Background: an optimization exercise with open tools, aiming at a short achievable clock period. Do not read the settings as production practice. RTL that was checked went through simulation tests only; none was proved equivalent to the original. No activity file was given, so power comes from the tool's default toggle rates.

Design fsv, start of the top module:
module fsv (
    input  wire         clk,
    input  wire         rst,         
    input  wire         op_valid,
    input  wire [11:0]  op_word,
    output reg  [7:0]   acc,
    output wire [151:0] fb,
    output reg  [4:0]   len,
    output reg          ovf,
    output reg          valid,
    output reg  [7:0]   cmd,
    output reg  [7:0]   tid0,
    output reg  [7:0]   tid1,
    output reg  [15:0]  pm25,
    output reg  [15:0]  pm10,
    output reg  [7:0]   fwy,
    output reg  [7:0]   fwm,
    output reg  [7:0]   fwd,
    output reg  [7:0]   rid0,
    output reg  [7:0]   rid1,
    output reg          pmw,
    output reg          fww,
    output reg          idw,
    output reg  [2:0]   err,
    output reg          fatal
);
    localparam [7:0] HEADER    = 8'hAA;
    localparam [7:0] TAIL      = 8'hAB;
    localparam [7:0] TYPE_CMD  = 8'hB4;
    localparam [7:0] TYPE_ACK  = 8'hC5;
    localparam [7:0] TYPE_DATA = 8'hC0;
    localparam [2:0] E_OK        = 3'd0;
    localparam [2:0] E_INVPARAM  = 3'd1;
    localparam [2:0] E_MALFORMED = 3'd3;
    localparam [2:0] E_ILLEGAL   = 3'd4;
    localparam [2:0] E_OVERFLOW  = 3'd5;
    localparam [2:0] E_RESCMD    = 3'd6;
    function [7:0] sel8;
        input       s;
        input [7:0] a;
        input [7:0] b;
        sel8 = ({8{s}} & a) | ({8{~s}} & b);
    endfunction
    function legal_cmd;
        input [7:0] c;
        legal_cmd = (c == 8'h02) || (c == 8'h04) || (c == 8'h05) ||
                    (c == 8'h06) || (c == 8'h07) || (c == 8'h08);
    endfunction
    reg  [151:0] fb_q;
    wire [7:0]   fbuf [0:18];
    genvar gi;
    generate
        for (gi = 0; gi < 19; gi = gi + 1) begin : g_fb_bytes
            assign fbuf[gi] = fb_q[8*gi +: 8];
        end
    endgenerate
    assign fb = fb_q;
  ...
Size in the first run: ~1,900 cells after synthesis, about 380 flip-flops, about 290 I/O pins, about 16,000 sq um of cells after synthesis.
clock: 7.0 ns
lec_check: 0
abc_clock_period_in_ps: 2000
cap_margin: 20
core_margin: 2
core_utilization: 40
place_density: 0.6
setup_slack_margin: 4.3
slew_margin: 20
run.sh (not shown) runs the stock make flow with config.mk's settings and CLKGATE_MAP_FILE= SYNTH_SCRIPT=/design/flow/synth_recipe.tcl, a recipe that flattens the netlist after the stock synthesis.
Edit:
Settings changed: SETUP_SLACK_MARGIN 4.3 to 5.0.
Outcome: The new run produced a clean layout. Final area goes up by about 20%. First-iteration DRC count goes up by about 16%. Die area does not change. Final cell count goes up by 9.2%.
Edit:
Settings changed: SETUP_SLACK_MARGIN 5.0 to 4.6, TNS_END_PERCENT from default to 20.
Wire length came out lower by 15%.
Via count came out lower by 7.4%.
Final cell count came out lower by 4.8%.
Non-clock buffer count came out lower by 138.
Hold slack loses 0.021 ns.
First-iteration DRC count came out higher by 7.5%.
Design area came out lower by 15%.
Clock-buffer cell count came out higher by 7.
Clock power came out lower by about 3%.
Edit:
Settings changed: TNS_END_PERCENT 20 to default.
The new run finished with timing, DRC and antenna clean; synthesized cell count does not change; via count goes up by 6.4%; final area goes up by 15%; hold slack is better by 0.012 ns; clock-buffer cell count goes down by 5; sequential power barely changes; non-clock buffer count goes up by 129.

========
fsv, a different RTL version from the one above (not shown whole).
For scale: about 2200 cells after synthesis, roughly 390 flip-flops, about 290 I/O pins.
Design fsv, start of the top module:
module fsv (
    input  wire         clk,
    input  wire         rst,         
    input  wire         op_valid,
    input  wire [11:0]  op_word,
    output reg  [7:0]   acc,
    output wire [151:0] fb,
    output reg  [4:0]   len,
    output reg          ovf,
    output reg          valid,
    output reg  [7:0]   cmd,
    output reg  [7:0]   tid0,
    output reg  [7:0]   tid1,
    output reg  [15:0]  pm25,
    output reg  [15:0]  pm10,
    output reg  [7:0]   fwy,
    output reg  [7:0]   fwm,
    output reg  [7:0]   fwd,
    output reg  [7:0]   rid0,
    output reg  [7:0]   rid1,
    output reg          pmw,
    output reg          fww,
    output reg          idw,
    output reg  [2:0]   err,
    output reg          fatal
);
    localparam [7:0] HEADER    = 8'hAA;
    localparam [7:0] TAIL      = 8'hAB;
    localparam [7:0] TYPE_CMD  = 8'hB4;
    localparam [7:0] TYPE_ACK  = 8'hC5;
    localparam [7:0] TYPE_DATA = 8'hC0;
    localparam [2:0] E_OK        = 3'd0;
    localparam [2:0] E_INVPARAM  = 3'd1;
    localparam [2:0] E_MALFORMED = 3'd3;
    localparam [2:0] E_ILLEGAL   = 3'd4;
    localparam [2:0] E_OVERFLOW  = 3'd5;
    localparam [2:0] E_RESCMD    = 3'd6;
    function [7:0] sel8;
        input       s;
        input [7:0] a;
        input [7:0] b;
        sel8 = ({8{s}} & a) | ({8{~s}} & b);
    endfunction
    function legal_cmd;
        input [7:0] c;
        legal_cmd = (c == 8'h02) || (c == 8'h04) || (c == 8'h05) ||
                    (c == 8'h06) || (c == 8'h07) || (c == 8'h08);
    endfunction
    reg  [151:0] fb_q;
    wire [7:0]   fbuf [0:18];
    genvar gi;
    generate
        for (gi = 0; gi < 19; gi = gi + 1) begin : g_fb_bytes
            assign fbuf[gi] = fb_q[8*gi +: 8];
        end
    endgenerate
    assign fb = fb_q;
    reg  [19:0] lo;           
    reg  [18:0] th;           
    reg         cl;           
    reg         bok;          
    reg  [7:0]  acc_n;        
    reg  [7:0]  cmd_n;        
    reg  [7:0]  tid0_n;       
    reg  [7:0]  tid1_n;       
    reg  [7:0]  s_all, q, p, snap2, d8, d17;
    reg         rok, cok;     
    wire [7:0] acc_i  = ~acc_n;
    wire [7:0] cmd_i  = ~cmd_n;
    wire [7:0] tid0_i = ~tid0_n;
    wire [7:0] tid1_i = ~tid1_n;
    wire [3:0] opc = op_word[11:8];
    wire [7:0] imm = op_word[7:0];
  ...
Settings: LEC_CHECK=0, ABC_CLOCK_PERIOD_IN_PS=300, CAP_MARGIN=20, CORE_MARGIN=2, CORE_UTILIZATION=45, PLACE_DENSITY=0.65, SETUP_SLACK_MARGIN=4.6, SLEW_MARGIN=20, SYNTH_HIERARCHICAL=1; clock period 7.0 ns.
==> next run, changes <==
Settings changed: CORE_UTILIZATION 45 to 40, PLACE_DENSITY 0.65 to 0.6, SETUP_SLACK_MARGIN 4.6 to 4.8.
Result:
- core utilization falls by 6.4 points
- via count went down by a few percent
- hold slack improved by 5.0 ps
- cell count is higher by a few percent
- total power hardly moves
- worst setup slack is better by 450 ps
- area after synthesis does not change
- clock skew hardly moves
- clock power is about the same
==> next run, changes <==
Settings changed: SETUP_SLACK_MARGIN 4.8 to 4.6.
The changed run passed the timing, DRC and antenna checks.
Synthesized cell count is unchanged.
Worst hold slack got worse by 6.8 ps.
Setup slack improved by 190 ps.
Via count falls by 3.2%.

========
harbor:
fsv, a different RTL version from the one above (not shown whole).
Size: about 2000 cells after synthesis, about 0.017 sq mm of cells after synthesis.
make LEC_CHECK=0 ABC_CLOCK_PERIOD_IN_PS=2000 CAP_MARGIN=20 CORE_MARGIN=2 CORE_UTILIZATION=40 PLACE_DENSITY=0.6 SETUP_SLACK_MARGIN=4.6 SLEW_MARGIN=20 finish   # period 7.0 ns
Inputs modified between harbor and ember:
- SYNTH_HIERARCHICAL newly set to 1
[summary]
ember: required time reported for the critical path endpoint 70 ps below harbor. Per the comparison of ember with harbor, post-detailed-placement cell area up 2.9%, count of inserted antenna diode cells went up by 1. Compared with harbor, in ember wire length of the first global-routing pass down 5.2 mm, hold slack now sits at about the same level. Non-clock buffer count on ember is up relative to harbor. Post-layout instance area delta for ember relative to harbor: 0.59% lower.
No run of this note included a check of the RTL's function; only the layout flow was run.

========
## the baseline
fsv, a different RTL version from the one above (not shown whole).
For scale: roughly 2100 cells after synthesis.
Design fsv, start of the top module:
module fsv (
    input  wire         clk,
    input  wire         rst,         
    input  wire         op_valid,
    input  wire [11:0]  op_word,
    output reg  [7:0]   acc,
    output wire [151:0] fb,
    output reg  [4:0]   len,
    output reg          ovf,
    output reg          valid,
    output reg  [7:0]   cmd,
    output reg  [7:0]   tid0,
    output reg  [7:0]   tid1,
    output reg  [15:0]  pm25,
    output reg  [15:0]  pm10,
    output reg  [7:0]   fwy,
    output reg  [7:0]   fwm,
    output reg  [7:0]   fwd,
    output reg  [7:0]   rid0,
    output reg  [7:0]   rid1,
    output reg          pmw,
    output reg          fww,
    output reg          idw,
    output reg  [2:0]   err,
    output reg          fatal
);
==> flow/config.mk <==
export PLATFORM = sky130hd
export DESIGN_NAME = fsv
export DESIGN_NICKNAME = fsv
export VERILOG_FILES = /design/flow/design.v
export SDC_FILE = /design/flow/constraint.sdc
export NUM_CORES = 4
export LEC_CHECK = 0
export ABC_CLOCK_PERIOD_IN_PS = 300
export CAP_MARGIN = 20
export CORE_MARGIN = 2
export CORE_UTILIZATION = 40
export PLACE_DENSITY = 0.6
export SETUP_SLACK_MARGIN = 4.6
export SLEW_MARGIN = 20
export SYNTH_HIERARCHICAL = 1
export SYNTH_MINIMUM_KEEP_SIZE = 0
==> flow/constraint.sdc <==
create_clock -name core_clock -period 7.0 [get_ports {clk}]
set_input_delay 1.4000 -clock core_clock [delete_from_list [all_inputs] [get_ports {clk}]]
set_output_delay 1.4000 -clock core_clock [all_outputs]
set_load 0.01 [all_outputs]
For the candidate, these inputs were changed with respect to the baseline:
# the baseline
export LEC_CHECK = 0
export ABC_CLOCK_PERIOD_IN_PS = 300
export CAP_MARGIN = 20
export CORE_MARGIN = 2
export CORE_UTILIZATION = 40
export PLACE_DENSITY = 0.6
export SETUP_SLACK_MARGIN = 4.6
export SLEW_MARGIN = 20
export SYNTH_HIERARCHICAL = 1
export SYNTH_MINIMUM_KEEP_SIZE = 0
create_clock -name core_clock -period 7.0 [get_ports {clk}]
# the candidate
export LEC_CHECK = 0
export ABC_CLOCK_PERIOD_IN_PS = 300
export CAP_MARGIN = 20
export CORE_MARGIN = 2
export CORE_UTILIZATION = 40
export PLACE_DENSITY = 0.6
export SETUP_SLACK_MARGIN = 4.7
export SLEW_MARGIN = 20
export SYNTH_HIERARCHICAL = 1
export SYNTH_MINIMUM_KEEP_SIZE = 0
create_clock -name core_clock -period 7.0 [get_ports {clk}]
### Flow results
Against the baseline as the reference, the candidate delivers a higher worst stage delay on the critical path. Sort the candidate and the baseline by max-slew headroom at the worst pin, ascending, and the baseline comes first. Taking the baseline as the reference, in the candidate part of the total power dissipated in combinational logic grew by 0.6 points, signed area change from the synthesized netlist to the final layout grew by 4.0 points.

-- separate check: timing with driven ports --
No port has a modelled driver above. Below, the same layouts with a new extraction and two added sets of constraints.
Step 1 sets driving cells, clkbuf_16 on the clock port and buf_2 on the other inputs (assumed; they add their load-dependent delay and slew).
Step 2 times the ports against the registers' clock, not the clock port: input delays grow and output delays shrink by t, the midpoint of the rising clock arrivals with the driver on.
Slacks: no drivers / after step 1 / after step 2; pairs: no drivers / after step 1.
run	t (ns)	slack for setup (ns)	worst setup path at the end	latest minus earliest clock arrival (ns)
the first run of note 1	0.622	4.046 / 4.053 / 3.431	input to register	0.020 / 0.020
the second run of note 1	0.637	4.009 / 4.009 / 3.469	input to register	0.039 / 0.039
the third run of note 1	0.611	4.030 / 3.978 / 3.503	input to register	0.019 / 0.019
the fourth run of note 1	0.629	4.126 / 4.126 / 3.550	input to register	0.020 / 0.019
the first run of note 2	0.646	3.576 / 3.582 / 2.936	input to register	0.026 / 0.026
the second run of note 2	0.647	4.031 / 4.029 / 3.383	input to register	0.024 / 0.025
the third run of note 2	0.646	4.223 / 4.198 / 3.552	input to register	0.022 / 0.022
harbor	0.636	4.119 / 4.113 / 3.477	input to register	0.022 / 0.022
ember	0.632	3.950 / 3.964 / 3.332	input to register	0.024 / 0.024
the baseline	0.632	4.285 / 4.257 / 3.625	input to register	0.014 / 0.014
the candidate	0.637	4.304 / 4.303 / 3.666	input to register	0.021 / 0.022
After both steps every run listed still meets setup and hold. The setup slack of the third run of note 2, which loses most, moves by -0.025 ns with the drivers and by -0.671 ns with both steps.
